This design comes from an exercise in tuning for small area, a short achievable clock period and few clock cycles on the open sky130 flow, not from production work. At most, simulation tests tie the RTL to the original design; equivalence was not proved.

v25:
## vpha_hash
module vpha_hash (
    input  wire         clk,
    input  wire         rst,        
    input  wire         start,      
    input  wire [31:0]  len,        
    output reg          busy,
    output reg          done,
    output wire [31:0]  result,
    output reg          rd_req,
    output wire [31:0]  rd_addr,    
    output wire [5:0]   rd_len,     
    input  wire         rd_ready,
    input  wire         rd_valid,
    input  wire [255:0] rd_data     
);
clock: 12.0 ns
lec_check: 0
abc_clock_period_in_ps: 3000
cap_margin: 20
core_margin: 2
core_utilization: 60
cts_cluster_diameter: 100
cts_cluster_size: 22
slew_margin: 20
tns_end_percent: 0
standard.sh (not shown) runs the stock make flow with config.mk's settings and CLKGATE_MAP_FILE= SYNTH_SCRIPT=/design/flow/synth_recipe.tcl, a recipe that flattens the netlist after the stock synthesis.
==> flow/flow/run.sh <==
#!/bin/bash
set -euo pipefail
bash standard.sh SETUP_SLACK_MARGIN=9.0 finish > make_finish.log 2>&1
Testbench counts of v25, summed over its fixed seeds: cycles 23,130.
The following lists how v46 was set up differently from v25:
==> flow/flow/run.sh <==
#!/bin/bash
set -euo pipefail
bash standard.sh SETUP_SLACK_MARGIN=8.5 finish > make_finish.log 2>&1
--- a/flow/config.mk
+++ b/flow/config.mk
@@ -9,5 +9,5 @@
 export CAP_MARGIN = 20
 export CORE_MARGIN = 2
-export CORE_UTILIZATION = 60
+export CORE_UTILIZATION = 65
 export CTS_CLUSTER_DIAMETER = 100
 export CTS_CLUSTER_SIZE = 22
==> results.txt <==
On data arrival at the endpoint of the critical path, v46 tracks v25 almost exactly.
Master of the slowest instance on the critical path = edfxtp_1: v25; master of the slowest instance on the critical path = fa_1: v46
In v46, relative slew slack is higher than in v25.
Of v46 and v25, the lower final clock period utilization by the worst path belongs to v46.
v25 reports its termination of the worst setup path as h[30] while v46 reports h[28].
Higher final critical path time including I/O delays and setup among v46 and v25: v25
--- input diff v46..v23 ---
--- a/flow/config.mk
+++ b/flow/config.mk
@@ -7,9 +7,9 @@
 export LEC_CHECK = 0
 export ABC_CLOCK_PERIOD_IN_PS = 3000
-export CAP_MARGIN = 20
+export CAP_MARGIN = 5
 export CORE_MARGIN = 2
-export CORE_UTILIZATION = 65
+export CORE_UTILIZATION = 60
 export CTS_CLUSTER_DIAMETER = 100
 export CTS_CLUSTER_SIZE = 22
-export SLEW_MARGIN = 20
+export SLEW_MARGIN = 5
 export TNS_END_PERCENT = 0
==> results.txt <==
v23 was carried through to the last stage, and its layout satisfied the timing, DRC and antenna checks.
The first-iteration DRC count in v23 is 1.20 times that in v46.
v23 vs. v46: number of multi-input combinational cells in the layout was more or less identical; final cell area excluding filler cells held; initial standard-cell utilization of the core decreased 5.2 points; sink count of the clock tree held steady.
--- input diff v23..v32 ---
--- a/flow/config.mk
+++ b/flow/config.mk
@@ -7,9 +7,9 @@
 export LEC_CHECK = 0
 export ABC_CLOCK_PERIOD_IN_PS = 3000
-export CAP_MARGIN = 5
+export CAP_MARGIN = 20
 export CORE_MARGIN = 2
 export CORE_UTILIZATION = 60
 export CTS_CLUSTER_DIAMETER = 100
 export CTS_CLUSTER_SIZE = 22
-export SLEW_MARGIN = 5
+export SLEW_MARGIN = 20
 export TNS_END_PERCENT = 0
v32: flow completed, timing, DRC and antenna clean. Wire length of the first global-routing pass: v32 vs v23 — no meaningful difference. Comparing v23 against v32, there is no change at all in minimum clock period after layout. On floorplan die height, v23 and v32 are basically level. Max-slew violation count delta (v32 -> v23): insignificant. Reported for v23 and v32, detailed-route wire length turned out identical to the last digit. [compare] base=v23 new=v32: worst setup slack before clock tree synthesis shows no meaningful change; final number of hold-violating endpoints ~0 delta.

---

== build 22 ==
vpha_hash, a different RTL version from the one above (not shown whole).
Size in the first run: roughly 1,900 cells after synthesis, roughly 440 flip-flops, ~25,000 µm² of cells after synthesis.
make LEC_CHECK=0 ABC_CLOCK_PERIOD_IN_PS=3000 CAP_MARGIN=20 CORE_MARGIN=2 CORE_UTILIZATION=40 SETUP_SLACK_MARGIN=5 SLEW_MARGIN=20 finish   # period 12.0 ns
run.sh (not shown) runs the stock make flow with config.mk's settings and CLKGATE_MAP_FILE= SYNTH_SCRIPT=/design/flow/synth_recipe.tcl, a recipe that flattens the netlist after the stock synthesis.
Stock flow here: none of the scripts above is used.
#### Input delta (build 10 over build 22)
-- flow/config.mk --
<<< build 22, line 10
export CORE_MARGIN = 2
export CORE_UTILIZATION = 40
export SETUP_SLACK_MARGIN = 5
>>> build 10, line 10
export CORE_MARGIN = 2
export CORE_UTILIZATION = 70
export SETUP_SLACK_MARGIN = 5
[summary]
- What build 10 reported for number of placed instances with taps included has to be multiplied by 1.12 to get the figure for build 22.
- Diff build 22 -> build 10: effective utilization at floorplan increased 31 points, worst hold slack across all endpoints down 0.031 ns, maximum frequency down 8.1%, core utilization higher, total core area fell 43%.
- Per the comparison of build 10 with build 22, data arrival time of the worst path went up; global routing usage on met1 went up by 21 points.
Relative to build 10, the following input files were edited for build 62:
==> flow/flow/run.sh (new file) <==
#!/bin/bash
set -euo pipefail
bash standard.sh SETUP_SLACK_MARGIN=8.5 finish > make_finish.log 2>&1
==> flow/standard.sh (new file) <==
#!/bin/bash
# synth_recipe.tcl (not shown) runs the flow's synth.tcl, then flattens the netlist and writes it again
# the make line also repeats each setting of config.mk as NAME=value (left out here)
make -C /OpenROAD-flow-scripts/flow DESIGN_CONFIG=/design/flow/config.mk WORK_HOME=/design/flow/orfs CLKGATE_MAP_FILE= SYNTH_SCRIPT=/design/flow/synth_recipe.tcl "${@:-finish}"
-- flow/config.mk --
<<< build 10, line 10
export CORE_MARGIN = 2
export CORE_UTILIZATION = 70
export SETUP_SLACK_MARGIN = 5
export SLEW_MARGIN = 20
>>> build 62, line 10
export CORE_MARGIN = 2
export CORE_UTILIZATION = 60
export SLEW_MARGIN = 20
export TNS_END_PERCENT = 0
removed: flow/run.sh
Results
- Build 62 vs. build 10: CTS buffer count increased 1, area added between synthesis and finish increased 5.5 points.
- Critical path startpoint: p[0] -> build 10, h[19] -> build 62
- Changes observed in build 62 relative to build 10: initial antenna violation count now smaller; count of flip-flops and latches comparable; utilization now smaller.
- Looking at capture point of the worst path, the x0[8] result is from build 10; the h[29] one comes from build 62.
- From build 10 to build 62 the numbers moved as follows: fmax rose by 35%; normalized max-slew margin rose by 15 points.
- Between build 10 and build 62, the flow reports wire length decreasing by more than 10%.
Input changes introduced in build 36 (baseline for comparison: build 62):
-- flow/config.mk --
<<< build 62, line 10
export CORE_MARGIN = 2
export CORE_UTILIZATION = 60
export SLEW_MARGIN = 20
export TNS_END_PERCENT = 0
>>> build 36, line 10
export CORE_MARGIN = 2
export CORE_UTILIZATION = 40
export SLEW_MARGIN = 20
--- outcome ---
[diff] detailed-route wire length, build 36 relative to build 62: regression. Vertical die dimension came out higher on build 36 than on build 62.
The following lists how build 40 was set up differently from build 36:
==> flow/run.sh (new file) <==
#!/bin/bash
# synth_recipe.tcl (not shown) runs the flow's synth.tcl, then flattens the netlist and writes it again
# the make line also repeats each setting of config.mk as NAME=value (left out here)
make -C /OpenROAD-flow-scripts/flow DESIGN_CONFIG=/design/flow/config.mk WORK_HOME=/design/flow/orfs CLKGATE_MAP_FILE= SYNTH_SCRIPT=/design/flow/synth_recipe.tcl finish
-- flow/config.mk --
<<< build 36, line 10
export CORE_MARGIN = 2
export CORE_UTILIZATION = 40
export SLEW_MARGIN = 20
>>> build 40, line 10
export CORE_MARGIN = 2
export CORE_UTILIZATION = 60
export SETUP_SLACK_MARGIN = 5
export SLEW_MARGIN = 20
removed: flow/flow/run.sh
removed: flow/standard.sh
Build 40 | stages: all done | timing, DRC, antenna: all pass
Build 40: count of non-filler cells in the finished layout about 16% below build 36
Build 40 drops fewer vias than build 36.
Wire: build 40 routes less than build 36
Looking at area growth from synthesis to layout, build 40 sits below build 36.
Delta (build 40 minus build 36): fraction of the cycle the final worst path needs grew by 6.2 points; total length of routed met3 wires shrank by 1900 µm.
For the required time of the critical path, build 40 came in 0.13 ns higher than build 36 did.
Against build 36, design area in build 40 fell by more than 10%.
Summary: hold slack, build 40 worse than build 36
Function was not checked in any run of this note: the RTL went through the layout flow alone.

---

## lane 4
vpha_hash, a different RTL version from the one above (not shown whole).
Size: ~1800 cells after synthesis, ~370 I/O pins.
==> flow/config.mk <==
export PLATFORM = sky130hd
export DESIGN_NAME = vpha_hash
export DESIGN_NICKNAME = vpha_hash
export VERILOG_FILES = /design/flow/design.v
export SDC_FILE = /design/flow/constraint.sdc
export NUM_CORES = 4
export LEC_CHECK = 0
export ABC_CLOCK_PERIOD_IN_PS = 3000
export CAP_MARGIN = 20
export CORE_MARGIN = 2
export CORE_UTILIZATION = 60
export PLACE_DENSITY = 0.75
export SLEW_MARGIN = 20
export TNS_END_PERCENT = 0
==> flow/constraint.sdc <==
create_clock -name core_clock -period 12.0 [get_ports {clk}]
set_input_delay 2.4000 -clock core_clock [delete_from_list [all_inputs] [get_ports {clk}]]
set_output_delay 2.4000 -clock core_clock [all_outputs]
set_load 0.01 [all_outputs]
standard.sh (not shown) runs the stock make flow with config.mk's settings and CLKGATE_MAP_FILE= SYNTH_SCRIPT=/design/flow/synth_recipe.tcl, a recipe that flattens the netlist after the stock synthesis.
==> flow/flow/run.sh <==
#!/bin/bash
set -euo pipefail
bash standard.sh SETUP_SLACK_MARGIN=8.5 finish > make_finish.log 2>&1
Input changes introduced in lane 1 (baseline for comparison: lane 4):
- PLACE_DENSITY: 0.75 -> unset
Notes after the runs:
- Having completed the whole flow, lane 1 delivered a layout that passed the timing, DRC and antenna checks.
- Lane 1 does better than lane 4 on sum of routed wire length over all layers.
- Re count of clock-buffer cells in the layout: lane 1 is 6 down on lane 4.
- As far as layout overhead on the synthesized area is concerned, lane 1 and lane 4 perform about the same.
- Lane 1 -> lane 4: area taken by multi-input logic gates flat
- Post-layout instance count excluding filler cells essentially unchanged between lane 1 and lane 4.
No run of this note included a check of the RTL's function; only the layout flow was run.

-- port drivers added, routing unchanged --
Ports are ideal in the flow. The routed layouts listed here were re-timed in OpenROAD. Step 1: set_driving_cell puts a clkbuf_16 on clk and a buf_2 on each other input, an assumption about the parent block. Step 2 adds t to the input delays and takes it off the output delays; t is the mean of the earliest and latest rising clock arrival at the registers after step 1. Input paths then give back, and output paths get back, about the clock's delay inside the block. Slacks: ideal ports / drivers / drivers and shift; pairs: ideal ports / drivers.
run | t (ns) | setup slack, ns | worst setup path at the end | clock arrival spread, ns
v25 | 0.633 | 7.557 / 7.557 / 7.034 | input to register | 0.028 / 0.028
v46 | 0.613 | 7.637 / 7.637 / 7.085 | input to register | 0.025 / 0.025
v23 | 0.633 | 7.557 / 7.557 / 7.034 | input to register | 0.028 / 0.028
v32 | 0.633 | 7.557 / 7.557 / 7.034 | input to register | 0.028 / 0.028
build 22 | 0.637 | 6.657 / 6.657 / 6.352 | input to register | 0.013 / 0.013
build 10 | 0.633 | 6.184 / 6.184 / 5.904 | input to register | 0.022 / 0.022
build 62 | 0.641 | 7.693 / 7.693 / 7.157 | input to register | 0.037 / 0.037
build 36 | 0.637 | 7.703 / 7.703 / 7.589 | input to register | 0.023 / 0.023
build 40 | 0.638 | 6.962 / 6.962 / 6.589 | input to register | 0.026 / 0.026
lane 4 | 0.627 | 7.494 / 7.494 / 6.945 | input to register | 0.028 / 0.028
lane 1 | 0.623 | 7.430 / 7.430 / 6.960 | input to register | 0.019 / 0.019
After both steps every run listed still meets setup and hold. For v46, which loses most, drivers alone change the setup slack by 0.000 ns; drivers and shift together by -0.552 ns.
